From an optimization exercise on the open Yosys and OpenROAD flow, aimed at a short achievable clock period; shortcuts taken in it are not production practice.
In this exercise RTL edits were held to simulation tests only and were not proved equivalent to the original.
Power and IR drop assume default switching activity.

`flow/config.mk`:
```
export PLATFORM = sky130hd
export DESIGN_NAME = dmx_core
export DESIGN_NICKNAME = dmx_core
export VERILOG_FILES = /design/flow/design.v
export SDC_FILE = /design/flow/constraint.sdc
export NUM_CORES = 4
export LEC_CHECK = 0
export CAP_MARGIN = 20
export CORE_MARGIN = 2
export CORE_UTILIZATION = 40
export SETUP_SLACK_MARGIN = 3.0
export SLEW_MARGIN = 20
```
`flow/constraint.sdc`:
```
create_clock -name core_clock -period 7.0 [get_ports {clk}]
set_input_delay 1.4000 -clock core_clock [delete_from_list [all_inputs] [get_ports {clk}]]
set_output_delay 1.4000 -clock core_clock [all_outputs]
set_load 0.01 [all_outputs]
```
`flow/design.v`:
```
module alarm_dueby #(
    parameter W = 16
) (
    input  wire [W-1:0] c,        
    input  wire [W-1:0] nsched,   
    input  wire [W-1:0] nextra,   
    output wire         due
);
    wire [W-1:0] s = c ^ nextra ^ nsched;
    wire [W-1:0] k = (c & nextra) | (c & nsched) | (nextra & nsched);
    localparam N = W - 1;
    wire [N-1:0] kk = {k[N-2:0], 1'b0};
    wire [N-1:0] g0 = s[N-1:0] & kk;
    wire [N-1:0] p0 = s[N-1:0] | kk;
    localparam L = (N > 32) ? 6 : (N > 16) ? 5 : (N > 8) ? 4 : (N > 4) ? 3 : (N > 2) ? 2 : 1;
    wire [N-1:0] g [0:L];
    wire [N-1:0] p [0:L];
    assign g[0] = g0;
    assign p[0] = p0;
    genvar l, i;
    generate
        for (l = 0; l < L; l = l + 1) begin : lvl
            for (i = 0; i < N; i = i + 1) begin : bt
                if (i >= (1 << l)) begin : comb
                    assign g[l+1][i] = g[l][i] | (p[l][i] & g[l][i - (1 << l)]);
                    assign p[l+1][i] = p[l][i] & p[l][i - (1 << l)];
                end else begin : thru
                    assign g[l+1][i] = g[l][i];
                    assign p[l+1][i] = p[l][i];
                end
            end
        end
    endgenerate
    wire carry = g[L][N-1];       
    wire top   = s[W-1] ^ k[W-2];
    assign due = ~(top ^ carry);
endmodule
module alarm_timer #(
    parameter TW = 32,
    parameter W  = 24,
    parameter S  = 8
) (
    input  wire          clk,
    input  wire          rst,
    input  wire [TW-1:0] now,
    input  wire [2:0]    t_op,
    input  wire [W-1:0]  t_arg,
    output wire          t_due
);
    reg  [W-1:0] nsched;
    wire [W-1:0] c  = now[S +: W];
    wire [W-1:0] na = ~t_arg;
    wire [W-1:0] nc = ~c;
    wire due;
    alarm_dueby #(.W(W)) u_cmp (
        .c      (c),
        .nsched (nsched),
        .nextra (na),
        .due    (due)
    );
    wire op_due = (t_op == 3'd3) | (t_op == 3'd4) | (t_op == 3'd5);
    assign t_due = due & op_due & ~rst;
    wire [W-1:0] usum = c + na + nsched;
    wire due_u = ~usum[W-1];
    wire [W-1:0] n_set    = nc + na + 3;       
    wire [W-1:0] n_now    = nc + 2;            
    wire [W-1:0] n_repeat = nsched + na + 1;   
    always @(posedge clk) begin
        if (rst) begin
            nsched <= {{(W-1){1'b0}}, 1'b1};
        end else begin
            case (t_op)
                3'd1:    nsched <= n_set;
                3'd2:    nsched <= n_now;
                3'd4:    if (due_u) nsched <= n_now;
                3'd5:    if (due_u) nsched <= n_repeat;
                default: nsched <= nsched;
            endcase
        end
    end
endmodule
module dmx_frame_decoder (
    input  wire        clk,
    input  wire        rst,
    input  wire        init,
    input  wire        in_valid,
    output wire        in_ready,
    input  wire [7:0]  in_data,
    input  wire [31:0] now,
    output reg         sink_cfg_valid,
    output reg  [9:0]  sink_cfg_count,
    output reg         sink_wr_valid,
    output reg  [8:0]  sink_wr_index,
    output reg  [7:0]  sink_wr_data,
    output reg         ok_pulse,
    output reg         err_pulse,
    output reg  [7:0]  err_tag,
    output reg         ok_indicator
);
    localparam [7:0] TAG_M    = 8'h4D;
    localparam [7:0] TAG_R    = 8'h52;
    localparam [7:0] TAG_ZERO = 8'h30;
    localparam [7:0] TAG_C    = 8'h43;
    reg        st_start, st_cmd, st_low, st_high, st_data;
    reg [7:0]  low;         
    reg [9:0]  active;      
    reg [9:0]  windex;      
    reg        more;        
    reg [15:0] nidle;       
    assign in_ready = ~(rst | init);
    wire       clr    = rst | init;
    wire       accept = in_valid & ~clr;
    wire [7:0] ch     = in_data;
    wire [15:0] c     = now[15:0];
    wire [15:0] idle_sum = c + nidle;
    wire idle_due = ~idle_sum[15];
    wire is_7e = (ch == 8'h7E);
    wire is_06 = (ch == 8'h06);
    wire is_e7 = (ch == 8'hE7);
    wire resync = ~st_start & is_7e & idle_due;
    wire low_zero = (low == 8'd0);
    wire d_zero   = low_zero & (ch == 8'd0);
    wire d_over   = (ch[7:2] != 6'd0) | (ch[1] & (ch[0] | ~low_zero));
    wire d_neq    = (ch[7:2] != 6'd0) | (ch[1:0] != active[9:8]) |
                    (low != active[7:0]);
    wire d_ok     = ~d_zero & ~d_over;
    wire err_disp = (st_start & ~is_7e) | (st_cmd & ~is_06) |
                    (st_high & ~d_ok) | (st_data & ~more & ~is_e7);
    wire err      = resync | err_disp;
    wire write    = st_data & more & ~resync;
    wire fin_ok   = st_data & ~more & is_e7;
    wire [9:0] windex_inc = windex + 10'd1;
    always @(posedge clk) begin
        sink_cfg_valid <= clr | (accept & (err | (st_high & d_neq)));
        sink_wr_valid  <= accept & write;
        ok_pulse       <= accept & fin_ok;
        err_pulse      <= accept & err;
        sink_cfg_count <= (~clr & st_high & ~d_over) ? {ch[1:0], low} : 10'd0;
        sink_wr_index  <= windex[8:0];
        sink_wr_data   <= ch;
        err_tag        <= resync ? TAG_R :
                          st_high ? (d_zero ? TAG_ZERO : TAG_C) : TAG_M;
        if (clr) begin
            st_start     <= 1'b1;
            st_cmd       <= 1'b0;
            st_low       <= 1'b0;
            st_high      <= 1'b0;
            st_data      <= 1'b0;
            active       <= 10'd0;
            windex       <= 10'd0;
            ok_indicator <= 1'b0;
            nidle        <= ~c + 16'hFF39;
        end else if (accept) begin
            nidle    <= ~c + 16'hFF39;
            st_start <= ~resync & ((st_start & ~is_7e) | (st_cmd & ~is_06) |
                        (st_high & ~d_ok) | (st_data & ~more));
            st_cmd   <= resync | (st_start & is_7e);
            st_low   <= ~resync & st_cmd & is_06;
            st_high  <= ~resync & st_low;
            st_data  <= ~resync & ((st_high & d_ok) | (st_data & more));
            if (st_low)
                low <= ch;
            if (err)
                active <= 10'd0;
            else if (st_high)
                active <= {ch[1:0], low};
            windex <= write ? windex_inc : 10'd0;
            more   <= st_high | (windex_inc != active);
            if (err)
                ok_indicator <= 1'b0;
            else if (fin_ok)
                ok_indicator <= 1'b1;
        end
    end
endmodule
module dmx_core (
    input  wire        clk,
    input  wire        rst,
    input  wire [31:0] now,
    input  wire        init,
    input  wire        in_valid,
    output wire        in_ready,
    input  wire [7:0]  in_data,
    output wire        sink_cfg_valid,
    output wire [9:0]  sink_cfg_count,
    output wire        sink_wr_valid,
    output wire [8:0]  sink_wr_index,
    output wire [7:0]  sink_wr_data,
    output wire        ok_pulse,
    output wire        err_pulse,
    output wire [7:0]  err_tag,
    output wire        ok_indicator,
    input  wire [2:0]  t_op,
    input  wire [23:0] t_arg,
    output wire        t_due
);
    dmx_frame_decoder u_dec (
        .clk            (clk),
        .rst            (rst),
        .init           (init),
        .in_valid       (in_valid),
        .in_ready       (in_ready),
        .in_data        (in_data),
        .now            (now),
        .sink_cfg_valid (sink_cfg_valid),
        .sink_cfg_count (sink_cfg_count),
        .sink_wr_valid  (sink_wr_valid),
        .sink_wr_index  (sink_wr_index),
        .sink_wr_data   (sink_wr_data),
        .ok_pulse       (ok_pulse),
        .err_pulse      (err_pulse),
        .err_tag        (err_tag),
        .ok_indicator   (ok_indicator)
    );
    alarm_timer #(
        .TW (32),
        .W  (24),
        .S  (8)
    ) u_timer (
        .clk   (clk),
        .rst   (rst),
        .now   (now),
        .t_op  (t_op),
        .t_arg (t_arg),
        .t_due (t_due)
    );
endmodule
```
`flow/flow/run.sh`:
```
#!/bin/bash
# The standard layout (standard.sh), with the standard flow's synthesis run through
# synth_delay.tcl: the same synthesis, but ABC maps the logic with the
# delay-driven abc_delay.script, and the full-/half-adder cell extraction is
# off so that ABC sees the arithmetic as plain logic. Pin placement gets the
# constraints in io_pins.tcl (sourced just before ORFS's place_pins).
# Global placement weights the nets of critical paths more heavily
# (GLOBAL_PLACEMENT_ARGS). Everything else is the standard flow. Output goes to standard.log; each
# tool's own log is under orfs/logs/.
set -euo pipefail
here=$(cd "$(dirname "${BASH_SOURCE[0]}")" && pwd)
export FLOW_SYNTH_TCL="$PWD/synth_recipe.tcl"
bash standard.sh SYNTH_SCRIPT="$here/synth_delay.tcl" ADDER_MAP_FILE= \
    PRE_IO_PLACEMENT_TCL="$here/io_pins.tcl" \
    GLOBAL_PLACEMENT_ARGS="-timing_driven_net_weight_max 20 -timing_driven_nets_percentage 10" \
    finish > standard.log 2>&1
```
`flow/flow/abc_delay.script`:
```
strash
dch -f
map -r -D 500
topo
buffer -c
upsize -c -D 500
dnsize -c -D 500
```
`flow/flow/io_pins.tcl`:
```
# Pin placement hook, sourced just before ORFS's place_pins.
# The stand-alone timer's inputs and its combinational output t_due sit
# side by side on the bottom edge, in bit order, so that the due test's
# logic cone is compact; in_ready sits next to its inputs rst and init.
set_io_pin_constraint -group -order -region bottom:* -pin_names {t_arg[0] now[8] t_arg[1] now[9] t_arg[2] now[10] t_arg[3] now[11] t_arg[4] now[12] t_arg[5] now[13] t_arg[6] now[14] t_arg[7] now[15] t_arg[8] now[16] t_arg[9] now[17] t_arg[10] now[18] t_arg[11] now[19] t_op[0] t_op[1] t_op[2] t_due rst init in_ready t_arg[12] now[20] t_arg[13] now[21] t_arg[14] now[22] t_arg[15] now[23] t_arg[16] now[24] t_arg[17] now[25] t_arg[18] now[26] t_arg[19] now[27] t_arg[20] now[28] t_arg[21] now[29] t_arg[22] now[30] t_arg[23] now[31]}
```
`flow/flow/synth_delay.tcl`:
```
# The standard flow's synthesis (synth_recipe.tcl, beside the work folder) with one change:
# the ABC run that maps the logic uses the delay-driven script in this folder
# (classic "map" with a tight delay target) instead of ORFS's abc_speed.script.
# Registers, their names and cell types are left exactly as the standard flow's synthesis
# makes them.
set ::delay_abc_script [file join [file dirname [info script]] abc_delay.script]
proc abc {args} {
    set i [lsearch -exact $args -script]
    if { $i >= 0 } {
        set args [lreplace $args [expr {$i + 1}] [expr {$i + 1}] $::delay_abc_script]
    }
    yosys abc {*}$args
}
source $::env(FLOW_SYNTH_TCL)
```
`flow/standard.sh`:
```
#!/bin/bash
# synth_recipe.tcl (not shown) runs the flow's synth.tcl, then flattens the netlist and writes it again
# the make line also repeats each setting of config.mk as NAME=value (left out here)
make -C /OpenROAD-flow-scripts/flow DESIGN_CONFIG=/design/flow/config.mk WORK_HOME=/design/flow/orfs CLKGATE_MAP_FILE= SYNTH_SCRIPT=/design/flow/synth_recipe.tcl "${@:-finish}"
```
==> results of run 1 <==
## worst max-delay path: stages
cell	delay (ns)
sky130_fd_sc_hd__buf_2	0.29
sky130_fd_sc_hd__nor2_4	0.15
sky130_fd_sc_hd__nand3b_1	0.19
sky130_fd_sc_hd__nand3_1	0.09
sky130_fd_sc_hd__nand2_1	0.08
sky130_fd_sc_hd__nand2_1	0.12
sky130_fd_sc_hd__nand2_1	0.14
sky130_fd_sc_hd__a21oi_4	0.25
sky130_fd_sc_hd__a31oi_4	0.13
sky130_fd_sc_hd__nor2_4	0.19
sky130_fd_sc_hd__buf_6	0.13
## flip-flops by register name, summed over array words and instances, names as in the netlist, 6 cells and up
register              cells
u_dec.windex             10
u_dec.active             10
u_dec.sink_wr_data        8
u_dec.err_tag             6
u_dec.sink_cfg_count     10
u_timer.nsched           24
u_dec.low                 8
u_dec.nidle              16
u_dec.sink_wr_index       9
## per-layer routing
metal | GRT usage (%) | wire [um] | vias up
li1 | - | - | 8928
met1 | 50.7 | 31400 | 9628
met2 | 66.5 | 37600 | 1439
met3 | 23.6 | 11200 | 453
met4 | 36.3 | 8480 | 20
met5 | 3.19 | 271 | -
## Yosys cell counts, types with 18 or more instances
| cell | count | area [um^2] |
|---|---|---|
| sky130_fd_sc_hd__a31oi_1 | 37 | 231 |
| sky130_fd_sc_hd__buf_2 | 47 | 235 |
| sky130_fd_sc_hd__o22ai_1 | 46 | 288 |
| sky130_fd_sc_hd__a22oi_1 | 26 | 195 |
| sky130_fd_sc_hd__o21ai_0 | 74 | 370 |
| sky130_fd_sc_hd__nor4_1 | 36 | 225 |
| sky130_fd_sc_hd__clkbuf_1 | 36 | 135 |
| sky130_fd_sc_hd__o21bai_1 | 34 | 255 |
| sky130_fd_sc_hd__nand2_1 | 414 | 1550 |
| sky130_fd_sc_hd__nand2b_1 | 122 | 763 |
| sky130_fd_sc_hd__o211ai_1 | 49 | 368 |
| sky130_fd_sc_hd__nor2_1 | 167 | 627 |
| sky130_fd_sc_hd__inv_1 | 114 | 428 |
| sky130_fd_sc_hd__nor3_1 | 18 | 90.1 |
| sky130_fd_sc_hd__nand3_1 | 274 | 1370 |
| sky130_fd_sc_hd__nand3b_1 | 52 | 390 |
| sky130_fd_sc_hd__edfxtp_1 | 25 | 751 |
| sky130_fd_sc_hd__and2_1 | 39 | 244 |
| sky130_fd_sc_hd__a21oi_1 | 147 | 736 |
| sky130_fd_sc_hd__nand4_1 | 177 | 1110 |
| sky130_fd_sc_hd__nor2b_1 | 56 | 350 |
| sky130_fd_sc_hd__dfxtp_1 | 87 | 1740 |
| sky130_fd_sc_hd__buf_4 | 33 | 248 |
## repair_timing
| item | 4_1_cts | 5_1_grt |
|---|---|---|
| resized for setup | 439 | 44 |
| pin swaps | 25 | 13 |
| setup buffers | 23 | 7 |
| gates cloned | 2 | 0 |
| endpoints found under the setup margin | 53 | 35 |
## cell type report
cell class	instances	area share [%]
multi-input cells	2026	69.4
flip-flops and latches	112	13.9
repair buffers	162	8.57
well taps	511	3.58
inverters	116	2.51
clock buffers	9	1.26
clock inverters	7	0.539
diodes	15	0.210
## power breakdown
part / switching (uW) / total, uW / internal [uW] / leakage, uW
logic: 959 / 1380 / 422 / 0.00568
clock network: 327 / 592 / 265 / 0.000156
registers: 79.6 / 771 / 691 / 0.000955
## worst paths after layout
check	to	slack (ns)	cells past startpoint
hold / removal	u_dec.sink_wr_index[8]$_DFF_P_	0.45	0
hold reg to reg	u_dec.sink_wr_index[8]$_DFF_P_	0.45	0
setup / recovery	t_due	2.43	11
setup reg to reg	u_timer.nsched[9]$_SDFFE_PP0P_	3.36	13
## kinds of logic (layout without fill, tap and decap cells)
group	after synthesis	in the layout
and+or+nand+nor	1426	1426
other	1	16
buffers and inverters	249	294
xor gates and xnor gates	19	19
DFF	112	112
AOI/OAI and AO/OA	580	580
## through the flow
step / util, % / worst slack, ns / hold WS [ns] / instances / total power, uW
6_report: 47.4 / 2.43 / 0.452 / 2958 / 2740
5_1_grt: 47.4 / 2.45 / 0.489 / 2952 / 2840
4_1_cts: 46.5 / 2.57 / 0.444 / 2936 / 2600
3_5_place_dp: 43.7 / 0.860 / 0.425 / 2895 / 1940
3_3_place_gp: 43.7 / 0.843 / 0.432 / 2895 / 1970
2_1_floorplan: - / 3.00 / 0.329 / 2387 / 1520
==> impl_results.rst, run 1 <==
.. list-table::
   :header-rows: 1

   * - Metric
     - Value
   * - Status
     - no timing/DRC/antenna violations
   * - Average wire per standard cell
     - 30.1 um
   * - IR Drop Worst-Case VDD
     - 161 uV
   * - Number of clock sinks seen by CTS
     - roughly 110
   * - Least-Margin Pin Slew
     - roughly 1.2 ns
   * - Hold buffer count at CTS
     - 0
   * - Simple logic cell fraction of the synthesized area
     - just under 50%
   * - Synthesized-area fraction occupied by xor and xnor cells
     - 1.68%
   * - Vias/cell
     - 6.92
   * - Maximum clock path buffer count
     - 2
   * - Beginning of the worst register-to-register path
     - u_timer.nsched[19]$_SDFFE_PP0P_
   * - Number of nets in the finished design
     - approximately 2500
   * - Final design area excluding fillers
     - ~18000 um^2
   * - Count of fill cells added during filler insertion
     - 4065
   * - Flip-flop and latch count after synthesis
     - ~110
   * - Area grow syn2layout
     - 16.8%
   * - Number of rows created at floorplan
     - 71
   * - Warning count from the yosys run
     - 3
   * - Detailed-route wire length
     - slightly below 90 mm
   * - Ys flop type
     - sky130_fd_sc_hd__dfxtp_1
   * - Max-cap violation count
     - 0
   * - Async set-or-reset flop fraction in the synthesized netlist
     - 0%
   * - Antenna viol nets, final
     - 0
   * - Wire length of the first global-routing pass
     - around 130 mm
   * - Required time worst endpoint
     - between 5 and 6 ns
   * - Violation count after the first detailed-routing iteration
     - between 2000 and 3000
   * - Share of cells above drive strength 1
     - between 10% and 20%
   * - Placed standard-cell area
     - between 15000 and 20000 um^2
   * - Die Outline Area
     - about 40000 um^2
   * - Critical Path Fanout Max
     - 12
   * - Area of combinational cells with multiple inputs
     - about 12000 um^2
   * - Overflow left after global routing
     - 0
   * - Clock skew after layout
     - between 0.02 and 0.025 ns
   * - Vias in the first global route
     - between 15000 and 20000
   * - Number of instances in the synthesized netlist
     - between 2000 and 2500
   * - Main combinational cell family by area after synthesis
     - simple AND/OR/NAND/NOR gates
   * - Tmin final
     - around 4.6 ns
   * - Detailed-routing iteration count for the pre-antenna-repair pass
     - 7
   * - Clock tree root driver cell
     - sky130_fd_sc_hd__clkbuf_16
   * - Vias post-DR
     - around 20000
   * - Lkg Pwr
     - approximately 0.0068 uW
   * - Floorplan core area
     - roughly 38000 um^2
   * - Synth Area in Adders
     - 0%
   * - H-tree depth
     - 3
   * - DRC violations left
     - 0
   * - Total CTS buffers
     - 9
   * - Count of unique library cells instantiated by Yosys
     - 74
   * - Overall die height
     - roughly 200 um
   * - Sequential standard cell area
     - about 2500 um^2
   * - Hold Fails Final Rpt
     - 0
   * - Die X
     - approximately 200 um
   * - Leading cell type in the layout, fill and taps excluded
     - sky130_fd_sc_hd__nand2_1
   * - Total standard cell area after synthesis
     - ~15000 um^2
   * - TritonCTS clock tree
     - built
   * - Critical hold path startpoint
     - u_dec.windex[8]$_SDFFE_PN0P_
   * - Hold crit path type
     - reg -> reg
   * - Number of top-level pins
     - approximately 110
   * - Number of antenna violations at the first check in global routing
     - 23
   * - Share of synthesized area spent on multiplexers
     - 0%
   * - Tcrit/Tclk final
     - about 65%
   * - Total Neg Setup Slack
     - 0 ns
   * - Number of pins with negative max-slew slack in the final report
     - 0
   * - Timing startpoint of the critical path
     - now[29]
   * - Setup repair after global routing missed its margin
     - yes
   * - Pin count of the biggest net entering global routing
     - 32
   * - Final HPWL DP
     - roughly 66 mm
   * - Clock transition at the register clock pins on the worst setup and hold paths after CTS
     - approximately 0.080 ns
   * - Global Route Usage Sum
     - between 40% and 50%
   * - Register area share after synthesis
     - between 10% and 20%
   * - Clock insertion delay at the later pin of the skew report
     - just over 0.4 ns
   * - Setup violation total in the final timing report
     - 0
   * - Power density normalized to cell area
     - roughly 150 nW/um^2
   * - Arrival time reported for the critical path endpoint
     - ~3.2 ns
   * - Post-synth EDFFs
     - 25
   * - # port buffers
     - roughly 110
   * - Worst Setup End Kind
     - output pin
   * - Mapped Nets
     - between 2000 and 2500
   * - Type of the worst setup path
     - in -> out
   * - Post-synthesis area per instance
     - between 6 and 7 um^2
   * - Fmax
     - 219 MHz
   * - CP startpoint kind
     - input pin
   * - Worst slew margin relative to its limit
     - 21.8%
   * - Placer's final routability congestion estimate
     - 1.23
   * - Area fraction in compound gates after synthesis
     - between 20% and 30%
   * - Most used cells in the layout excluding fill and tap cells
     - sky130_fd_sc_hd__nand2_1 (406), sky130_fd_sc_hd__nand3_1 (267), sky130_fd_sc_hd__nand4_1 (177), sky130_fd_sc_hd__nor2_1 (156), sky130_fd_sc_hd__a21oi_1 (140)
   * - Initial Util
     - ~41%
==> inputs of run 2 (changes only) <==
--- a/flow/flow/run.sh
+++ b/flow/flow/run.sh
@@ -14,3 +14,3 @@
     PRE_IO_PLACEMENT_TCL="$here/io_pins.tcl" \
-    GLOBAL_PLACEMENT_ARGS="-timing_driven_net_weight_max 20 -timing_driven_nets_percentage 10" \
-    finish > standard.log 2>&1
+    GLOBAL_PLACEMENT_ARGS="-timing_driven_net_weight_max 8 -timing_driven_nets_percentage 5" \
+    MATCH_CELL_FOOTPRINT=0 finish > standard.log 2>&1
==> run 2 against run 1 <==
Critical path type unchanged. Global-route usage is 9.4 points lower. Final cell count hardly changed. Flip-flop and latch count stayed put. Clock power down 2%.
==> impl_results.rst, run 2 <==
.. list-table::
   :header-rows: 1

   * - Metric
     - Value
   * - Antenna viol nets, final
     - 0
   * - Cells along the critical path
     - buf_6 > buf_6 > clkinvlp_4 > o211ai_1 > nand3_1 > o21ai_2 > nand3_2 > nand3_4 > nand3_4 > nand4_4 > nand2_4 > nor2_4 > buf_6
   * - Total standard cell area after synthesis
     - between 15000 and 20000 um^2
   * - Hold Fails Final Rpt
     - 0
   * - Fmax
     - 226 MHz
   * - Number of clock sinks seen by CTS
     - roughly 110
   * - Placed standard-cell area
     - approximately 16000 um^2
   * - Number of rows created at floorplan
     - ~70
   * - Most used cells in the layout excluding fill and tap cells
     - sky130_fd_sc_hd__nand2_1 (406), sky130_fd_sc_hd__nand3_1 (266), sky130_fd_sc_hd__nand4_1 (177), sky130_fd_sc_hd__nor2_1 (156), sky130_fd_sc_hd__a21oi_1 (144)
   * - Clock transition at the register clock pins on the worst setup and hold paths after CTS
     - ~0.080 ns
   * - Post-synth EDFFs
     - 25
   * - Most used standard cell by instance count after synthesis
     - sky130_fd_sc_hd__nand2_1
   * - Vias/cell
     - between 6 and 7
   * - CP startpoint kind
     - input pin
   * - Share of cells above drive strength 1
     - approximately 14%
   * - Number of nets in the finished design
     - between 2000 and 3000
   * - Largest register FFs
     - 24
   * - Flop2flop setup slack
     - between 3 and 4 ns
   * - Die X
     - 200 um
   * - Post-synthesis area per instance
     - ~6.4 um^2
   * - DRC violations left
     - 0
   * - Setup violation total in the final timing report
     - 0
   * - Registers with the highest flip-flop counts
     - u_timer.nsched: 24 flops, u_dec.nidle: 16 flops
   * - Wire length of the first global-routing pass
     - around 110 mm
   * - Vias post-DR
     - about 19000
   * - Tcrit/Tclk final
     - a little over three fifths
   * - Post-synth top area cell
     - sky130_fd_sc_hd__dfxtp_1
   * - Violation count after the first detailed-routing iteration
     - roughly 1700
   * - Vias in the first global route
     - 17800
   * - Initial Util
     - 40.6%
   * - Flip-flop and latch count after synthesis
     - 112
   * - Least-Margin Pin Slew
     - between 1 and 1.5 ns
   * - Total CTS buffers
     - 9
   * - Type of the worst setup path
     - in -> out
   * - Leading cell type in the layout, fill and taps excluded
     - sky130_fd_sc_hd__nand2_1
   * - Worst Setup End Kind
     - output pin
   * - Largest Register
     - u_timer.nsched
   * - H-tree depth
     - 3
   * - Synth area leaders
     - sky130_fd_sc_hd__dfxtp_1 (11%), sky130_fd_sc_hd__nand2_1 (10%), sky130_fd_sc_hd__nand3_1 (9.0%)
   * - Final HPWL DP
     - between 50 and 60 mm
   * - Average wire per standard cell
     - roughly 25 um
   * - Max-cap violation count
     - 0
   * - Buffers and inverters on the worst path
     - 4
   * - Count of unique library cells instantiated by Yosys
     - 74
   * - Reg-to-reg endpoint
     - u_timer.nsched[23]$_SDFFE_PP0P_
   * - Detail Route met2 WL
     - between 30 and 40 mm
   * - Mapped Nets
     - between 2000 and 2500
   * - Worst slew margin relative to its limit
     - between 20% and 30%
   * - Worst Hold Slack
     - roughly 0.45 ns
   * - Clock tree root driver cell
     - sky130_fd_sc_hd__clkbuf_16
   * - Area fraction of the dominant cell type after synthesis
     - about 11%
   * - Detailed-route wire length
     - 74.3 mm
   * - Overall die height
     - around 200 um
   * - Register area share after synthesis
     - 16.3%
   * - Wire length on met3
     - 5.34 mm
   * - Pin count of the biggest net entering global routing
     - 32
   * - Ranking of synthesized cells by instance count
     - sky130_fd_sc_hd__nand2_1 (414), sky130_fd_sc_hd__nand3_1 (274), sky130_fd_sc_hd__nand4_1 (177)
   * - Clock insertion delay at the later pin of the skew report
     - roughly 0.42 ns
   * - Maximum clock path buffer count
     - 2
   * - Placer's final routability congestion estimate
     - roughly 1.0
   * - Number of pins with negative max-slew slack in the final report
     - 0
   * - Number of antenna violations at the first check in global routing
     - 2
   * - Delay-heaviest family, CP
     - simple AND/OR/NAND/NOR gates
   * - Status
     - no timing/DRC/antenna violations
   * - Depth of the worst register-to-register path
     - 13
   * - Power density normalized to cell area
     - 145 nW/um^2
   * - Area grow syn2layout
     - 17.5%
   * - Tmin final
     - roughly 4.4 ns
   * - Cell occurring most often along the worst timing path
     - sky130_fd_sc_hd__buf_6
   * - # port buffers
     - roughly 110
   * - Global Route Usage Sum
     - a little under two fifths
   * - Die Outline Area
     - about 40000 um^2
   * - Critical hold path startpoint
     - u_dec.windex[8]$_SDFFE_PN0P_
   * - Critical Path Fanout Max
     - 3
   * - Warning count from the yosys run
     - 3
   * - Setup repair after global routing missed its margin
     - yes
   * - Hold crit path type
     - reg -> reg
   * - Clock skew after layout
     - around 0.023 ns
   * - Floorplan core area
     - roughly 38000 um^2
   * - Lkg Pwr
     - 0.00693 uW
   * - Arrival time reported for the critical path endpoint
     - 3.02 ns
   * - Slowest-stage cell, CP
     - sky130_fd_sc_hd__o211ai_1
   * - Overflow left after global routing
     - 0
   * - Required time worst endpoint
     - between 5 and 6 ns
   * - Number of top-level pins
     - ~110
   * - IR Drop Worst-Case VDD
     - between 200 and 250 uV
   * - Async set-or-reset flop fraction in the synthesized netlist
     - 0%
   * - TritonCTS clock tree
     - built
   * - Worst Hold Endpoint
     - u_dec.sink_wr_index[8]$_DFF_P_
   * - Detailed-routing iteration count for the pre-antenna-repair pass
     - 6
   * - Beginning of the worst register-to-register path
     - u_timer.nsched[5]$_SDFFE_PP0P_
   * - Highest routing layer actually used
     - met4
   * - Final design area excluding fillers
     - 18000 um^2
   * - Number of cells on the worst hold path
     - 0
   * - Number of instances in the synthesized netlist
     - 2387
   * - Ys flop type
     - sky130_fd_sc_hd__dfxtp_1
   * - Max stage delay on crit path
     - approximately 0.20 ns
   * - Total Neg Setup Slack
     - 0 ns
   * - Wire length on met1
     - about 29 mm
[run 2: cell counts after synthesis]
No cell type changed its count.
[run 2: power breakdown]
part	internal [uW]	total (uW)	switching, uW
Sequential	691	761	70.1
Clock	260	579	318
Combinational	428	1270	842
[run 2: how the worst max path moves through the flow]
stage | cells past startpoint | slack (ns) | to | start
after global routing | 10 | 2.51 | t_due | t_arg[4]
after floorplan | 10 | 3.00 | t_due | t_arg[17]
after CTS | 13 | 2.57 | t_due | now[8]
final | 13 | 2.58 | t_due | now[8]
after global placement | 12 | 0.80 | t_due | now[11]
after detailed placement | 12 | 0.83 | t_due | now[11]
[run 2: logic make-up after synthesis]
| kind of cell | after synthesis | share of synthesized area (%) |
|---|---|---|
| simple gates | 1426 | 48.6 |
| buf+inv | 249 | 7.93 |
| xor+xnor | 19 | 1.68 |
| flops | 112 | 16.3 |
| other cells | 1 | 0.0245 |
| compound gates | 580 | 25.5 |
[run 2: worst register-to-register path, cell delays in order, from the launching register on]
cell and delay, ns:
sky130_fd_sc_hd__dfxtp_1 0.68, sky130_fd_sc_hd__nor2b_2 0.33, sky130_fd_sc_hd__o21ai_0 0.15, sky130_fd_sc_hd__a32oi_1 0.27
sky130_fd_sc_hd__nand3_2 0.12, sky130_fd_sc_hd__nand3_4 0.13, sky130_fd_sc_hd__nand3_4 0.12, sky130_fd_sc_hd__buf_4 0.16
sky130_fd_sc_hd__buf_4 0.12, sky130_fd_sc_hd__buf_4 0.13, sky130_fd_sc_hd__nand4_1 0.13, sky130_fd_sc_hd__nand3_4 0.40
sky130_fd_sc_hd__o211ai_1 0.36, sky130_fd_sc_hd__a21oi_1 0.10
[run 2: repair_timing]
action / in CTS / in global routing
pin swaps: 30 / 34
hold buffers: 0 / 0
endpoints found under the setup margin: 50 / 15
setup buffers: 25 / 17
gates cloned: 2 / 0
resized for setup: 373 / 68
hold endpoints to repair: 0 / 0
[run 2: layout make-up]
cell class / count / area [um^2]
multi-input cells: 2026 / 12300
repair buffers: 177 / 1740
clock buffers: 9 / 225
diodes: 2 / 5.00
fillers: 3954 / 19700
flip-flops and latches: 112 / 2490
inverters: 116 / 460
clock inverters: 7 / 88.8
well taps: 511 / 639
[run 2: through the flow]
stage          util [%]  setup slack (ns)  total power, uW  instances
5_1_grt            47.7              2.51             2730       2960
3_5_place_dp       43.8             0.833             1900       2898
6_report           47.7              2.58             2610       2960
4_1_cts            46.8              2.57             2550       2941
3_3_place_gp       43.8             0.804             1900       2898
2_1_floorplan         -              3.00             1520       2387
[run 2: routing by layer]
metal / up-vias / track usage (%)
li1: 8943 / -
met1: 9095 / 42.8
met5: - / 0
met4: 0 / 27.1
met3: 234 / 6.53
met2: 919 / 60.5
==> inputs of run 3 (changes only) <==
--- a/flow/flow/run.sh
+++ b/flow/flow/run.sh
@@ -15,2 +15,2 @@
     GLOBAL_PLACEMENT_ARGS="-timing_driven_net_weight_max 8 -timing_driven_nets_percentage 5" \
-    MATCH_CELL_FOOTPRINT=0 finish > standard.log 2>&1
+    finish > standard.log 2>&1
==> run 3 against run 2 <==
Largest power group unchanged. Sequential power is essentially flat. Critical path type unchanged. Maximum frequency shrank 0.19%. Critical endpoint unchanged. Still clean. Clock skew fell by 0.0028 ns.
==> impl_results.rst, run 3 <==
.. list-table::
   :header-rows: 1

   * - Metric
     - Value
   * - Status
     - no timing/DRC/antenna violations
   * - Register area share after synthesis
     - between 10% and 20%
   * - Delay-heaviest family, CP
     - simple AND/OR/NAND/NOR gates
   * - Number of pins with negative max-slew slack in the final report
     - 0
   * - Type of the worst setup path
     - in -> out
   * - Total internal power
     - between 1000 and 1500 uW
   * - Total standard cell area after synthesis
     - 15300 um^2
   * - Ys flop type
     - sky130_fd_sc_hd__dfxtp_1
   * - Overflow left after global routing
     - 0
   * - Final design area excluding fillers
     - approximately 18000 um^2
   * - Async set-or-reset flop fraction in the synthesized netlist
     - 0%
   * - Ranking of synthesized cells by instance count
     - sky130_fd_sc_hd__nand2_1 (414), sky130_fd_sc_hd__nand3_1 (274), sky130_fd_sc_hd__nand4_1 (177)
   * - Leading cell type in the layout, fill and taps excluded
     - sky130_fd_sc_hd__nand2_1
   * - CP Depth
     - 13
   * - Area of combinational cells with multiple inputs
     - about 12000 um^2
   * - Required time worst endpoint
     - 5.60 ns
   * - Worst Setup Slack, final
     - around 2.6 ns
   * - IR Drop Worst-Case VDD
     - ~250 uV
   * - Max-cap violation count
     - 0
   * - Largest register FFs
     - 24
   * - Sequential standard cell area
     - ~2500 um^2
   * - Setup repair after global routing missed its margin
     - yes
   * - Vias in the first global route
     - around 18000
   * - Violation count after the first detailed-routing iteration
     - roughly 1600
   * - Detailed-route wire length
     - 74.3 mm
   * - TritonCTS clock tree
     - built
   * - Synth area leaders
     - sky130_fd_sc_hd__dfxtp_1 (11%), sky130_fd_sc_hd__nand2_1 (10%), sky130_fd_sc_hd__nand3_1 (9.0%)
   * - Area grow syn2layout
     - 17.3%
   * - Beginning of the worst register-to-register path
     - u_timer.nsched[1]$_SDFFE_PP0P_
   * - Dpl ws
     - ~0.83 ns
   * - Mapped Nets
     - 2458
   * - Sw Pwr
     - roughly 1200 uW
   * - Layout Utilization
     - 47.7%
   * - Hold Fails Final Rpt
     - 0
   * - Max stage delay on crit path
     - approximately 0.22 ns
   * - Reg-to-reg endpoint
     - u_timer.nsched[14]$_SDFFE_PP0P_
   * - Number of antenna violations at the first check in global routing
     - 2
   * - Detailed-routing iteration count for the pre-antenna-repair pass
     - 7
   * - Slowest-stage cell, CP
     - sky130_fd_sc_hd__o211ai_1
   * - Total CTS buffers
     - 9
   * - Number of rows created at floorplan
     - around 70
   * - Timing startpoint of the critical path
     - now[8]
   * - Placed standard-cell area
     - between 15000 and 20000 um^2
   * - Wire length of the first global-routing pass
     - between 100 and 150 mm
   * - Largest Register
     - u_timer.nsched
   * - Maximum clock path buffer count
     - 2
   * - Lkg Pwr
     - a little under 0.007 uW
   * - Area fraction of the dominant cell type after synthesis
     - a little under an eighth
   * - Flip-flop and latch count after synthesis
     - between 100 and 150
   * - Registers with the highest flip-flop counts
     - u_timer.nsched: 24 flops, u_dec.nidle: 16 flops
   * - Pin count of the biggest net entering global routing
     - 32
   * - Arrival time reported for the critical path endpoint
     - between 3 and 4 ns
   * - H-tree depth
     - 3
   * - Clock tree root driver cell
     - sky130_fd_sc_hd__clkbuf_16
   * - Vias post-DR
     - around 19000
   * - Share of cells above drive strength 1
     - roughly an eighth
   * - Total Neg Setup Slack
     - 0 ns
   * - Floorplan core area
     - 37700 um^2
   * - Vias/cell
     - approximately 6.5
   * - Warning count from the yosys run
     - 3
   * - Clock insertion delay at the later pin of the skew report
     - approximately 0.42 ns
   * - Tcrit/Tclk final
     - 63.3%
   * - Worst slew margin relative to its limit
     - 25.5%
   * - Setup violation total in the final timing report
     - 0
   * - Fmax
     - 226 MHz
   * - Most used standard cell by instance count after synthesis
     - sky130_fd_sc_hd__nand2_1
   * - Die X
     - 200 um
   * - Depth of the worst register-to-register path
     - 9
   * - Critical Path Fanout Max
     - 3
   * - Combinational power share
     - between 40 and 50%
   * - Post-synth top area cell
     - sky130_fd_sc_hd__dfxtp_1
   * - Count of unique library cells instantiated by Yosys
     - 74
   * - Average wire per standard cell
     - 25.2 um
   * - Least-Margin Pin Slew
     - ~1.1 ns
   * - Antenna viol nets, final
     - 0
   * - Fraction of power consumed by sequential logic
     - 29.2%
   * - CP startpoint kind
     - input pin
   * - Overall die height
     - between 150 and 200 um
   * - Clk network pwr share
     - between 20 and 25%
   * - Count of fill cells added during filler insertion
     - 3953
   * - Number of clock sinks seen by CTS
     - approximately 110
   * - Most used cells in the layout excluding fill and tap cells
     - sky130_fd_sc_hd__nand2_1 (405), sky130_fd_sc_hd__nand3_1 (265), sky130_fd_sc_hd__nand4_1 (177), sky130_fd_sc_hd__nor2_1 (156), sky130_fd_sc_hd__a21oi_1 (143)
   * - Global Route Usage Sum
     - a little under two fifths
   * - Worst Setup End Kind
     - output pin
   * - Placer's final routability congestion estimate
     - 1.05
   * - Switching share of power
     - between 40% and 50%
   * - Hold crit path type
     - reg -> reg
   * - Post-synthesis area per instance
     - 6.41 um^2
   * - Cell occurring most often along the worst timing path
     - sky130_fd_sc_hd__buf_6
   * - Tmin final
     - approximately 4.4 ns
   * - Clock skew after layout
     - about 0.020 ns
   * - Buffers and inverters on the worst path
     - 4
   * - Clock transition at the register clock pins on the worst setup and hold paths after CTS
     - around 0.08 ns
   * - Number of instances in the synthesized netlist
     - around 2400
   * - Number of nets in the finished design
     - roughly 2500
   * - Cells along the critical path
     - buf_6 > buf_6 > clkinvlp_4 > o211ai_1 > nand3_2 > o21ai_2 > nand3_2 > nand3_4 > nand3_4 > nand4_4 > nand2_4 > nor2_4 > buf_6
   * - Final HPWL DP
     - about 60 mm
   * - Power density normalized to cell area
     - between 100 and 150 nW/um^2
   * - Initial Util
     - 40.6%
   * - Capture point of the critical path
     - t_due
   * - Flop2flop setup slack
     - between 3 and 4 ns
   * - Die Outline Area
     - between 30000 and 40000 um^2
   * - Post-synth EDFFs
     - 25
   * - DRC violations left
     - 0
   * - # port buffers
     - between 100 and 150
   * - Number of top-level pins
     - about 110
[run 3: repair_timing]
| action | CTS | global route |
|---|---|---|
| hold buffers | 0 | 0 |
| pin swaps | 23 | 35 |
| setup buffers | 18 | 14 |
| setup endpoints to repair | 50 | 14 |
| resized for setup | 433 | 79 |
| gates cloned | 3 | 0 |
[run 3: per-layer routing]
metal / wire, um / vias to the layer above / GRT usage [%]
met2: 33600 / 919 / 60.3
li1: - / 8927 / -
met5: 0 / - / 0
met3: 5210 / 258 / 6.63
met4: 6540 / 0 / 27.6
met1: 28900 / 9084 / 42.5
[run 3: worst min path at each step]
stage                                  from                             end  slack (ns)  cells past startpoint
4_1_cts        u_dec.windex[8]$_SDFFE_PN0P_  u_dec.sink_wr_index[8]$_DFF_P_        0.45                      0
2_1_floorplan  u_dec.windex[3]$_SDFFE_PN0P_  u_dec.sink_wr_index[3]$_DFF_P_        0.33                      0
3_5_place_dp   u_dec.windex[8]$_SDFFE_PN0P_  u_dec.sink_wr_index[8]$_DFF_P_        0.44                      0
5_1_grt        u_dec.windex[8]$_SDFFE_PN0P_  u_dec.sink_wr_index[8]$_DFF_P_        0.46                      0
3_3_place_gp   u_dec.windex[8]$_SDFFE_PN0P_  u_dec.sink_wr_index[8]$_DFF_P_        0.43                      0
6_report       u_dec.windex[8]$_SDFFE_PN0P_  u_dec.sink_wr_index[8]$_DFF_P_        0.45                      0
[run 3: power by group through the flow]
stage | sequential [uW] | combinational [uW] | clock, uW
2_1_floorplan | 724 | 798 | 0
3_3_place_gp | 764 | 1140 | 0
3_5_place_dp | 765 | 1130 | 0
4_1_cts | 756 | 1200 | 589
5_1_grt | 766 | 1350 | 604
6_report | 761 | 1270 | 578
[run 3: cells by family after synthesis]
family                 count (synthesis)  share of synthesized area [%]
AO/OA/AOI/OAI                        580                           25.5
AND/OR/NAND/NOR                     1426                           48.6
other                                  1                         0.0245
flip-flops                           112                           16.3
XOR/XNOR                              19                           1.68
buffers and inverters                249                           7.93
[run 3: per-stage QoR]
step | hold slack [ns] | instances | power [uW]
floorplan | 0.329 | 2387 | 1520
global placement | 0.429 | 2898 | 1900
detailed placement | 0.438 | 2898 | 1900
CTS | 0.450 | 2935 | 2550
global route | 0.461 | 2951 | 2720
finish | 0.449 | 2951 | 2610
[run 3: final cells by class]
cell class              count  share of cell area (%)
inverters                 116                    2.57
multi-input cells        2026                    68.8
clock buffers               9                    1.25
flip-flops and latches    112                    13.9
well taps                 511                    3.56
diodes                      2                  0.0279
clock inverters             7                   0.495
repair buffers            168                    9.44
==> inputs of run 4 (changes only) <==
--- a/flow/design.v
+++ b/flow/design.v
@@ -62,4 +62,2 @@
     assign t_due = due & op_due & ~rst;
-    wire [W-1:0] usum = c + na + nsched;
-    wire due_u = ~usum[W-1];
     wire [W-1:0] n_set    = nc + na + 3;       
@@ -74,4 +72,4 @@
                 3'd2:    nsched <= n_now;
-                3'd4:    if (due_u) nsched <= n_now;
-                3'd5:    if (due_u) nsched <= n_repeat;
+                3'd4:    if (due) nsched <= n_now;
+                3'd5:    if (due) nsched <= n_repeat;
                 default: nsched <= nsched;
==> flow/flow/abc_delay.script (replaced) <==
strash
dch -f
map -D 500
topo
buffer -c
upsize -c -D 500
dnsize -c -D 500
==> run 4 against run 3 <==
Still clean on timing, DRC and antenna. Maximum frequency down 0.56%. Clock power up 4.2%. Worst hold slack worse by 0.073 ns. Critical path type unchanged. Largest power group unchanged.
==> impl_results.rst, run 4 <==
.. list-table::
   :header-rows: 1

   * - Metric
     - Value
   * - Critical hold path startpoint
     - u_dec.windex[2]$_SDFFE_PN0P_
   * - Most used standard cell by instance count after synthesis
     - sky130_fd_sc_hd__nand2_1
   * - Registers with the highest flip-flop counts
     - u_timer.nsched: 24 flops, u_dec.nidle: 16 flops
   * - Final HPWL DP
     - roughly 42 mm
   * - Initial Util
     - slightly above 40%
   * - Beginning of the worst register-to-register path
     - u_timer.nsched[10]$_SDFFE_PP0P_
   * - Number of top-level pins
     - 113
   * - Least-Margin Pin Slew
     - approximately 0.9 ns
   * - Ys flop type
     - sky130_fd_sc_hd__dfxtp_1
   * - # port buffers
     - 111
   * - Area fraction in compound gates after synthesis
     - approximately 22%
   * - Detailed-route wire length
     - 52.8 mm
   * - Violation count after the first detailed-routing iteration
     - around 1400
   * - Main combinational cell family by area after synthesis
     - simple AND/OR/NAND/NOR gates
   * - Wire length of the first global-routing pass
     - slightly below 80 mm
   * - Largest register FFs
     - 24
   * - Post-synth EDFFs
     - 25
   * - TritonCTS clock tree
     - built
   * - Share of synthesized area spent on multiplexers
     - 0%
   * - Number of cells on the worst hold path
     - 0
   * - Overall die height
     - approximately 170 um
   * - Largest Register
     - u_timer.nsched
   * - Number of rows created at floorplan
     - between 50 and 60
   * - Placer's final routability congestion estimate
     - around 1.1
   * - H-tree depth
     - 3
   * - Power density normalized to cell area
     - roughly 170 nW/um^2
   * - Die X
     - 167 um
   * - Number of nets in the finished design
     - around 1900
   * - Antenna viol nets, final
     - 0
   * - Max stage delay on crit path
     - between 0.2 and 0.3 ns
   * - Worst Setup End Kind
     - output pin
   * - Max-cap violation count
     - 0
   * - Hold crit path type
     - reg -> reg
   * - Count of unique library cells instantiated by Yosys
     - 70
   * - Ranking of synthesized cells by instance count
     - sky130_fd_sc_hd__nand2_1 (414), sky130_fd_sc_hd__nand3_1 (198), sky130_fd_sc_hd__nor2_1 (167)
   * - Total standard cell area after synthesis
     - ~11000 um^2
   * - Synth Area in Adders
     - 0%
   * - Synthesized-area fraction occupied by xor and xnor cells
     - 2.88%
   * - Mapped Nets
     - between 1500 and 2000
   * - Flip-flop and latch count after synthesis
     - 112
   * - Async set-or-reset flop fraction in the synthesized netlist
     - 0%
   * - Number of antenna violations at the first check in global routing
     - 2
   * - Number of instances in the synthesized netlist
     - approximately 1700
   * - Die Outline Area
     - between 20000 and 30000 um^2
   * - Clock transition at the register clock pins on the worst setup and hold paths after CTS
     - approximately 0.1 ns
   * - Lkg Pwr
     - 0.00587 uW
   * - Setup repair after global routing missed its margin
     - yes
   * - Clock skew after layout
     - approximately 0.025 ns
   * - Overflow left after global routing
     - 0
   * - Arrival time reported for the critical path endpoint
     - around 3 ns
   * - Cells along the critical path
     - buf_16 > clkinv_8 > nand2_8 > o211ai_1 > nand3_2 > nand2_2 > nand4_1 > a21oi_2 > o21bai_4 > nand3_2 > nand2_2 > a211oi_2 > buf_2
   * - Vias/cell
     - slightly above 6
   * - Maximum clock path buffer count
     - 2
   * - Total CTS buffers
     - 9
   * - Total Neg Setup Slack
     - 0 ns
   * - Global Route Usage Sum
     - 36.7%
   * - Post-synth top area cell
     - sky130_fd_sc_hd__dfxtp_1
   * - Detailed-routing iteration count for the pre-antenna-repair pass
     - 6
   * - Fmax
     - 225 MHz
   * - Type of the worst setup path
     - in -> out
   * - Clock insertion delay at the later pin of the skew report
     - between 0.3 and 0.4 ns
   * - DRC violations left
     - 0
   * - Number of cells after detailed placement
     - between 2000 and 2500
   * - Warning count from the yosys run
     - 3
   * - Number of clock sinks seen by CTS
     - between 100 and 150
   * - Average wire per standard cell
     - approximately 24 um
   * - Register area share after synthesis
     - 23.5%
   * - Buffers and inverters on the worst path
     - 3
   * - Vias in the first global route
     - 12900
   * - Slowest-stage cell, CP
     - sky130_fd_sc_hd__nand4_1
   * - Tmin final
     - 4.45 ns
   * - IR Drop Worst-Case VDD
     - 120 uV
   * - Critical Path Fanout Max
     - 6
   * - Hold Fails Final Rpt
     - 0
   * - Number of pins with negative max-slew slack in the final report
     - 0
   * - Required time worst endpoint
     - between 5 and 6 ns
   * - Delay-heaviest family, CP
     - simple AND/OR/NAND/NOR gates
   * - Vias post-DR
     - roughly 14000
   * - Hold buffer count at CTS
     - 0
   * - Tcrit/Tclk final
     - a little under two thirds
   * - CP Depth
     - 13
   * - Share of cells above drive strength 1
     - 21.5%
   * - Setup violation total in the final timing report
     - 0
   * - Simple logic cell fraction of the synthesized area
     - roughly 43%
   * - Clock tree root driver cell
     - sky130_fd_sc_hd__clkbuf_16
   * - Status
     - no timing/DRC/antenna violations
   * - Leading cell type in the layout, fill and taps excluded
     - sky130_fd_sc_hd__nand2_1
   * - Final non-filler cell total
     - 2205
   * - Post-synthesis area per instance
     - between 6 and 7 um^2
   * - Final Power
     - roughly 2400 uW
   * - Worst Hold Slack
     - between 0.3 and 0.4 ns
   * - Layout Utilization
     - 53.5%
   * - Most used cells in the layout excluding fill and tap cells
     - sky130_fd_sc_hd__nand2_1 (346), sky130_fd_sc_hd__nand3_1 (166), sky130_fd_sc_hd__nor2_1 (158), sky130_fd_sc_hd__inv_1 (115), sky130_fd_sc_hd__a21oi_1 (102)
   * - Synth area leaders
     - sky130_fd_sc_hd__dfxtp_1 (16%), sky130_fd_sc_hd__nand2_1 (15%), sky130_fd_sc_hd__nand3_1 (9.4%)
   * - Depth of the worst register-to-register path
     - 26
   * - Pin count of the biggest net entering global routing
     - 26
   * - Area grow syn2layout
     - 31.4%
   * - Floorplan core area
     - around 26000 um^2
   * - Timing startpoint of the critical path
     - t_arg[7]
   * - Area fraction of the dominant cell type after synthesis
     - roughly 16%
   * - CP startpoint kind
     - input pin
   * - Worst slew margin relative to its limit
     - about two fifths
## run 4: changes by cell type after synthesis, moves of 36 or more
cell / previous run / this run
sky130_fd_sc_hd__nand2b_1: 122 / 4
sky130_fd_sc_hd__nand4_1: 177 / 95
sky130_fd_sc_hd__nand3_1: 274 / 198
sky130_fd_sc_hd__nor2b_1: 56 / 8
sky130_fd_sc_hd__a21oi_1: 147 / 108
sky130_fd_sc_hd__nand3b_1: 52 / 13
sky130_fd_sc_hd__o22ai_1: 46 / 7
sky130_fd_sc_hd__and2_1: 39 / 3
## run 4: cell type report
class / instances / area (um^2)
fill: 2617 / 12100
multi-input combinational: 1394 / 8120
sequential: 112 / 2490
timing repair buffer: 188 / 1860
inverter: 159 / 696
tap: 335 / 419
clock buffer: 9 / 225
clock inverter: 7 / 93.8
antenna: 1 / 2.50
## run 4: path summary, 6_finish.rpt
kind / slack (ns) / end
worst max-delay path: 2.55 / t_due
worst min-delay path: 0.38 / u_dec.sink_wr_index[2]$_DFF_P_
worst max register to register: 2.97 / u_timer.nsched[10]$_SDFFE_PP0P_
worst min register to register: 0.38 / u_dec.sink_wr_index[2]$_DFF_P_
## run 4: per-stage QoR
stage / worst slack (ns) / area (um^2)
2_1_floorplan: 2.95 / 10800
3_3_place_gp: 1.12 / 12100
3_5_place_dp: 1.17 / 12100
4_1_cts: 2.62 / 13500
5_1_grt: 2.46 / 13900
6_report: 2.55 / 13900
## run 4: timing repair
action / in CTS / in global routing
setup endpoints to repair: 48 / 27
pin swaps: 51 / 11
cloned: 0 / 1
setup buffers: 46 / 19
resized for setup: 508 / 42
## run 4: kinds of logic (layout without fill, tap and decap cells)
family | after synthesis | after routing
buffers and inverters | 198 | 363
and+or+nand+nor | 985 | 985
DFF | 112 | 112
xor gates and xnor gates | 34 | 34
other | 1 | 2
AOI/OAI and AO/OA | 374 | 374
## run 4: report_power, final
part | total (uW) | internal (uW) | leakage (uW) | switching, uW
combinational | 1080 | 377 | 0.00476 | 699
clock | 602 | 268 | 0.000155 | 333
sequential | 733 | 694 | 0.000954 | 39.1
total | 2410 | 1340 | 0.00587 | 1070
## run 4: routing by layer
layer  share of wire (%)  vias up  track usage, %  wire length (um)
met5               0.030        -               0                16
met4                 8.0        2            24.7              4220
met3                 7.8      192            6.70              4100
met2                  47      727            62.3             24600
met1                  38     6400            42.2             19900
li1                    -     6366               -                 -
==> inputs of run 5 (changes only) <==
--- a/flow/design.v
+++ b/flow/design.v
@@ -62,2 +62,4 @@
     assign t_due = due & op_due & ~rst;
+    wire [W-1:0] usum = c + na + nsched;
+    wire due_u = ~usum[W-1];
     wire [W-1:0] n_set    = nc + na + 3;       
@@ -72,4 +74,4 @@
                 3'd2:    nsched <= n_now;
-                3'd4:    if (due) nsched <= n_now;
-                3'd5:    if (due) nsched <= n_repeat;
+                3'd4:    if (due_u) nsched <= n_now;
+                3'd5:    if (due_u) nsched <= n_repeat;
                 default: nsched <= nsched;
--- a/flow/flow/run.sh
+++ b/flow/flow/run.sh
@@ -7,3 +7,5 @@
 # Global placement weights the nets of critical paths more heavily
-# (GLOBAL_PLACEMENT_ARGS). Everything else is the standard flow. Output goes to standard.log; each
+# (GLOBAL_PLACEMENT_ARGS). The repairs may change a gate's footprint
+# (MATCH_CELL_FOOTPRINT=0). Everything else is the standard flow. Output
+# goes to standard.log; each
 # tool's own log is under orfs/logs/.
@@ -15,2 +17,2 @@
     GLOBAL_PLACEMENT_ARGS="-timing_driven_net_weight_max 8 -timing_driven_nets_percentage 5" \
-    finish > standard.log 2>&1
+    MATCH_CELL_FOOTPRINT=0 POST_GLOBAL_PLACE_TCL="$here/split_inputs.tcl" finish > standard.log 2>&1
==> flow/flow/abc_delay.script (replaced) <==
strash
dch -f
map -r -D 500
topo
buffer -c
upsize -c -D 500
dnsize -c -D 500
==> flow/flow/split_inputs.tcl (new file) <==
# POST_GLOBAL_PLACE hook: for every input port that feeds the combinational
# fan-in cone of t_due, let the port's buffer drive only the cone's gates,
# and give the port's other loads (register-update logic) a buffer of their
# own, so that the cone's inputs carry less load.
proc si_cone_insts {port} {
  set block [ord::get_db_block]
  set front [list [[$block findBTerm $port] getNet]]
  array set seen {}
  set out {}
  while {[llength $front]} {
    set net [lindex $front 0]; set front [lrange $front 1 end]
    foreach it [$net getITerms] {
      if {![$it isOutputSignal]} continue
      set inst [$it getInst]
      set nm [$inst getName]
      if {[info exists seen($nm)]} continue
      set seen($nm) 1
      if {[[$inst getMaster] isSequential]} continue
      lappend out $nm
      foreach it2 [$inst getITerms] {
        if {[$it2 isInputSignal] && [$it2 getNet] ne "NULL"} { lappend front [$it2 getNet] }
      }
    }
  }
  return $out
}
proc split_inputs {port buffer_cell} {
  set block [ord::get_db_block]
  array set cone {}
  foreach nm [si_cone_insts $port] { set cone($nm) 1 }
  set done 0
  foreach bt [$block getBTerms] {
    if {[$bt getIoType] ne "INPUT"} continue
    set pnet [$bt getNet]
    if {$pnet eq "NULL"} continue
    # the port's own buffer: the single load of the port net
    set its [$pnet getITerms]
    if {[llength $its] != 1} continue
    set buf [[lindex $its 0] getInst]
    if {![info exists cone([$buf getName])]} continue
    set onet ""
    foreach it [$buf getITerms] { if {[$it isOutputSignal]} { set onet [$it getNet] } }
    if {$onet eq "" || $onet eq "NULL"} continue
    set in_cone 0
    set others {}
    foreach it [$onet getITerms] {
      if {[$it isOutputSignal]} continue
      set nm [[$it getInst] getName]
      if {[info exists cone($nm)]} { incr in_cone } else { lappend others "$nm/[[$it getMTerm] getName]" }
    }
    if {$in_cone == 0 || [llength $others] == 0} continue
    insert_buffer -buffer_cell $buffer_cell -net [$onet getName] -load_pins [get_pins $others]
    incr done
  }
  puts "split_inputs: gave the non-cone loads of $done input ports a buffer of their own"
}

split_inputs t_due sky130_fd_sc_hd__buf_2
==> run 5 against run 4 <==
Synthesized cell count is 40% higher. First-iteration DRC count up 32%. Worst hold slack gained 0.075 ns. Wire length increased by 46%. Combinational power increased by about 20%.
==> impl_results.rst, run 5 <==
.. list-table::
   :header-rows: 1

   * - Metric
     - Value
   * - Number of antenna violations at the first check in global routing
     - 5
   * - Clock skew after layout
     - 0.0233 ns
   * - Worst Setup Slack, final
     - approximately 2.5 ns
   * - Lkg Pwr
     - about 0.0070 uW
   * - Average wire per standard cell
     - between 20 and 30 um
   * - Vias post-DR
     - 19600
   * - Worst Setup End Kind
     - flip-flop
   * - Total Neg Setup Slack
     - 0 ns
   * - Ys flop type
     - sky130_fd_sc_hd__dfxtp_1
   * - Overflow left after global routing
     - 0
   * - H-tree depth
     - 3
   * - Type of the worst setup path
     - in -> reg
   * - Flip-flop and latch count after synthesis
     - between 100 and 150
   * - Clock transition at the register clock pins on the worst setup and hold paths after CTS
     - between 0.1 and 0.15 ns
   * - Dpl ws
     - between 1 and 1.5 ns
   * - Total standard cell area after synthesis
     - 15300 um^2
   * - Detailed-routing iteration count for the pre-antenna-repair pass
     - 5
   * - CP startpoint kind
     - input pin
   * - Register area share after synthesis
     - between 15 and 20%
   * - Registers with the highest flip-flop counts
     - u_timer.nsched: 24 flops, u_dec.nidle: 16 flops
   * - Area fraction of the dominant cell type after synthesis
     - around 11%
   * - Antenna viol nets, final
     - 0
   * - Pin count of the biggest net entering global routing
     - 32
   * - Synth area leaders
     - sky130_fd_sc_hd__dfxtp_1 (11%), sky130_fd_sc_hd__nand2_1 (10%), sky130_fd_sc_hd__nand3_1 (9.0%)
   * - Hold crit path type
     - reg -> reg
   * - Die X
     - ~200 um
   * - Total CTS buffers
     - 9
   * - Largest Register
     - u_timer.nsched
   * - Count of unique library cells instantiated by Yosys
     - between 70 and 80
   * - Violation count after the first detailed-routing iteration
     - ~1800
   * - Fmax
     - approximately 220 MHz
   * - Number of rows created at floorplan
     - 71
   * - Clock insertion delay at the later pin of the skew report
     - around 0.40 ns
   * - Wire length of the first global-routing pass
     - around 110 mm
   * - Final Power
     - between 2000 and 3000 uW
   * - Final HPWL DP
     - roughly 60 mm
   * - Flop2flop setup slack
     - between 3 and 4 ns
   * - Vias/cell
     - around 6.5
   * - Most used standard cell by instance count after synthesis
     - sky130_fd_sc_hd__nand2_1
   * - IR Drop Worst-Case VDD
     - 203 uV
   * - Post-synth top area cell
     - sky130_fd_sc_hd__dfxtp_1
   * - Power density normalized to cell area
     - around 150 nW/um^2
   * - Tcrit/Tclk final
     - roughly 64%
   * - Number of top-level pins
     - approximately 110
   * - Overall die height
     - about 200 um
   * - Setup violation total in the final timing report
     - 0
   * - Arrival time reported for the critical path endpoint
     - 4.81 ns
   * - Warning count from the yosys run
     - 3
   * - Post-synthesis area per instance
     - about 6.4 um^2
   * - Most used cells in the layout excluding fill and tap cells
     - sky130_fd_sc_hd__nand2_1 (407), sky130_fd_sc_hd__nand3_1 (266), sky130_fd_sc_hd__nand4_1 (177), sky130_fd_sc_hd__nor2_1 (156), sky130_fd_sc_hd__a21oi_1 (144)
   * - Vias in the first global route
     - approximately 18000
   * - Hold Fails Final Rpt
     - 0
   * - Worst Hold Slack
     - 0.451 ns
   * - Status
     - no timing/DRC/antenna violations
   * - Clock tree root driver cell
     - sky130_fd_sc_hd__clkbuf_16
   * - Number of clock sinks seen by CTS
     - about 110
   * - Setup repair after global routing missed its margin
     - yes
   * - Hold buffer count at CTS
     - 0
   * - Number of pins with negative max-slew slack in the final report
     - 0
   * - Floorplan core area
     - between 30000 and 40000 um^2
   * - Detailed-route wire length
     - 77.0 mm
   * - Critical Path Fanout Max
     - 9
   * - Async set-or-reset flop fraction in the synthesized netlist
     - 0%
   * - Ranking of synthesized cells by instance count
     - sky130_fd_sc_hd__nand2_1 (414), sky130_fd_sc_hd__nand3_1 (274), sky130_fd_sc_hd__nand4_1 (177)
   * - Leading cell type in the layout, fill and taps excluded
     - sky130_fd_sc_hd__nand2_1
   * - Area grow syn2layout
     - 18.0%
   * - Max-cap violation count
     - 0
   * - # port buffers
     - 111
   * - Die Outline Area
     - ~40000 um^2
   * - Largest register FFs
     - 24
   * - TritonCTS clock tree
     - built
   * - Worst slew margin relative to its limit
     - between 30% and 40%
   * - Maximum clock path buffer count
     - 2
   * - DRC violations left
     - 0
   * - Mapped Nets
     - about 2500
   * - Required time worst endpoint
     - 7.35 ns
   * - Tmin final
     - ~4.5 ns
   * - Share of cells above drive strength 1
     - between 10% and 20%
   * - Layout Utilization
     - around 48%
   * - Least-Margin Pin Slew
     - approximately 0.99 ns
   * - Initial Util
     - between 40 and 50%
   * - Number of nets in the finished design
     - roughly 2600
   * - Global Route Usage Sum
     - 38.2%
   * - Post-synth EDFFs
     - 25
   * - Number of instances in the synthesized netlist
     - about 2400
## run 5: path summary, 6_finish.rpt
path | from | end | depth (start not counted)
setup / recovery | now[29] | u_timer.nsched[23]$_SDFFE_PP0P_ | 11
hold / removal | u_dec.windex[8]$_SDFFE_PN0P_ | u_dec.sink_wr_index[8]$_DFF_P_ | 0
setup reg to reg | u_timer.nsched[14]$_SDFFE_PP0P_ | u_timer.nsched[9]$_SDFFE_PP0P_ | 12
hold reg to reg | u_dec.windex[8]$_SDFFE_PN0P_ | u_dec.sink_wr_index[8]$_DFF_P_ | 0
## run 5: timing repair
item                       4_1_cts  5_1_grt
cloned                           3        1
setup endpoints to repair       50       20
pin swaps                       28       19
resized for setup              338       58
setup buffers                   22        6
## run 5: area by class of cell
cell class	count	area (um^2)
Fill cell	4044	19600
Tap cell	511	639
Clock inverter	7	93.8
Timing Repair Buffer	214	1810
Clock buffer	9	225
Inverter	116	455
Antenna cell	5	12.5
Multi-Input combinational cell	2026	12300
Sequential cell	112	2490
## run 5: critical path: stages
cell and delay, ns:
sky130_fd_sc_hd__buf_2 0.29, sky130_fd_sc_hd__inv_2 0.09, sky130_fd_sc_hd__nand2_1 0.48, sky130_fd_sc_hd__nand3_1 0.76, sky130_fd_sc_hd__nand4_1 0.42, sky130_fd_sc_hd__nor2_1 0.08
sky130_fd_sc_hd__a21oi_1 0.21, sky130_fd_sc_hd__o2111ai_1 0.17, sky130_fd_sc_hd__a21oi_1 0.52, sky130_fd_sc_hd__o211ai_1 0.20, sky130_fd_sc_hd__a21oi_1 0.17
## run 5: logic make-up (layout without fill, tap and decap cells)
group                  after synthesis  count (layout)  share of synthesized area, %
flip-flops                         112             112                          16.3
other                                1               6                        0.0245
buffers and inverters              249             346                          7.93
AND/OR/NAND/NOR                   1426            1426                          48.6
XOR/XNOR                            19              19                          1.68
AO/OA/AOI/OAI                      580             580                          25.5
## run 5: report_power, final
| group | switching, uW | internal (uW) | total [uW] |
|---|---|---|---|
| clock | 323 | 264 | 587 |
| sequential | 70.8 | 691 | 762 |
| combinational | 863 | 433 | 1300 |
| total | 1260 | 1390 | 2640 |
## run 5: per-stage QoR
step | cell area (um^2) | std cells
2_1_floorplan | 15300 | 2387
3_3_place_gp | 16500 | 2898
3_5_place_dp | 16700 | 2946
4_1_cts | 17700 | 2987
5_1_grt | 18100 | 2999
6_report | 18100 | 3000
## run 5: layer usage
| layer | up-vias | wire [um] | track usage (%) |
|---|---|---|---|
| met2 | 967 | 35000 | 62.1 |
| met3 | 255 | 5890 | 8.57 |
| met5 | - | 0 | 0 |
| li1 | 9030 | - | - |
| met1 | 9351 | 29500 | 43.7 |
| met4 | 0 | 6650 | 29.2 |

[port drivers added, routing unchanged]
In the flow no input, the clock included, has a driving cell. The finished layouts below were timed again as built, in two steps.
Step 1 sets driving cells, clkbuf_16 on the clock port and buf_2 on the other inputs (assumed; they add their load-dependent delay and slew).
Step 2 moves the port delays by t, midway between the first and last clock arrival at a register: inputs arrive t later, outputs are due t later. That takes back most of the time a late clock gives input paths.
Three values: ideal ports, drivers, drivers and shift; two values: the first two.
| run | t (ns) | setup slack, ns | hold slack, ns | clock arrival spread, ns | worst slew at a driven data input, ns |
|---|---|---|---|---|---|
| run 1 | 0.457 | 2.428 / 2.353 / 2.353 | 0.452 / 0.452 / 0.452 | 0.024 / 0.024 | 0.20 |
| run 2 | 0.465 | 2.579 / 2.508 / 2.508 | 0.452 / 0.452 / 0.452 | 0.023 / 0.023 | 0.13 |
| run 3 | 0.464 | 2.571 / 2.478 / 2.478 | 0.449 / 0.449 / 0.449 | 0.021 / 0.021 | 0.13 |
| run 4 | 0.425 | 2.546 / 2.421 / 2.057 | 0.376 / 0.376 / 0.376 | 0.025 / 0.025 | 0.16 |
| run 5 | 0.447 | 2.536 / 2.460 / 2.111 | 0.451 / 0.451 / 0.451 | 0.023 / 0.024 | 0.12 |
After both steps every run listed still meets setup and hold. The setup slack of run 4, which loses most, moves by -0.125 ns with the drivers and by -0.489 ns with both steps.
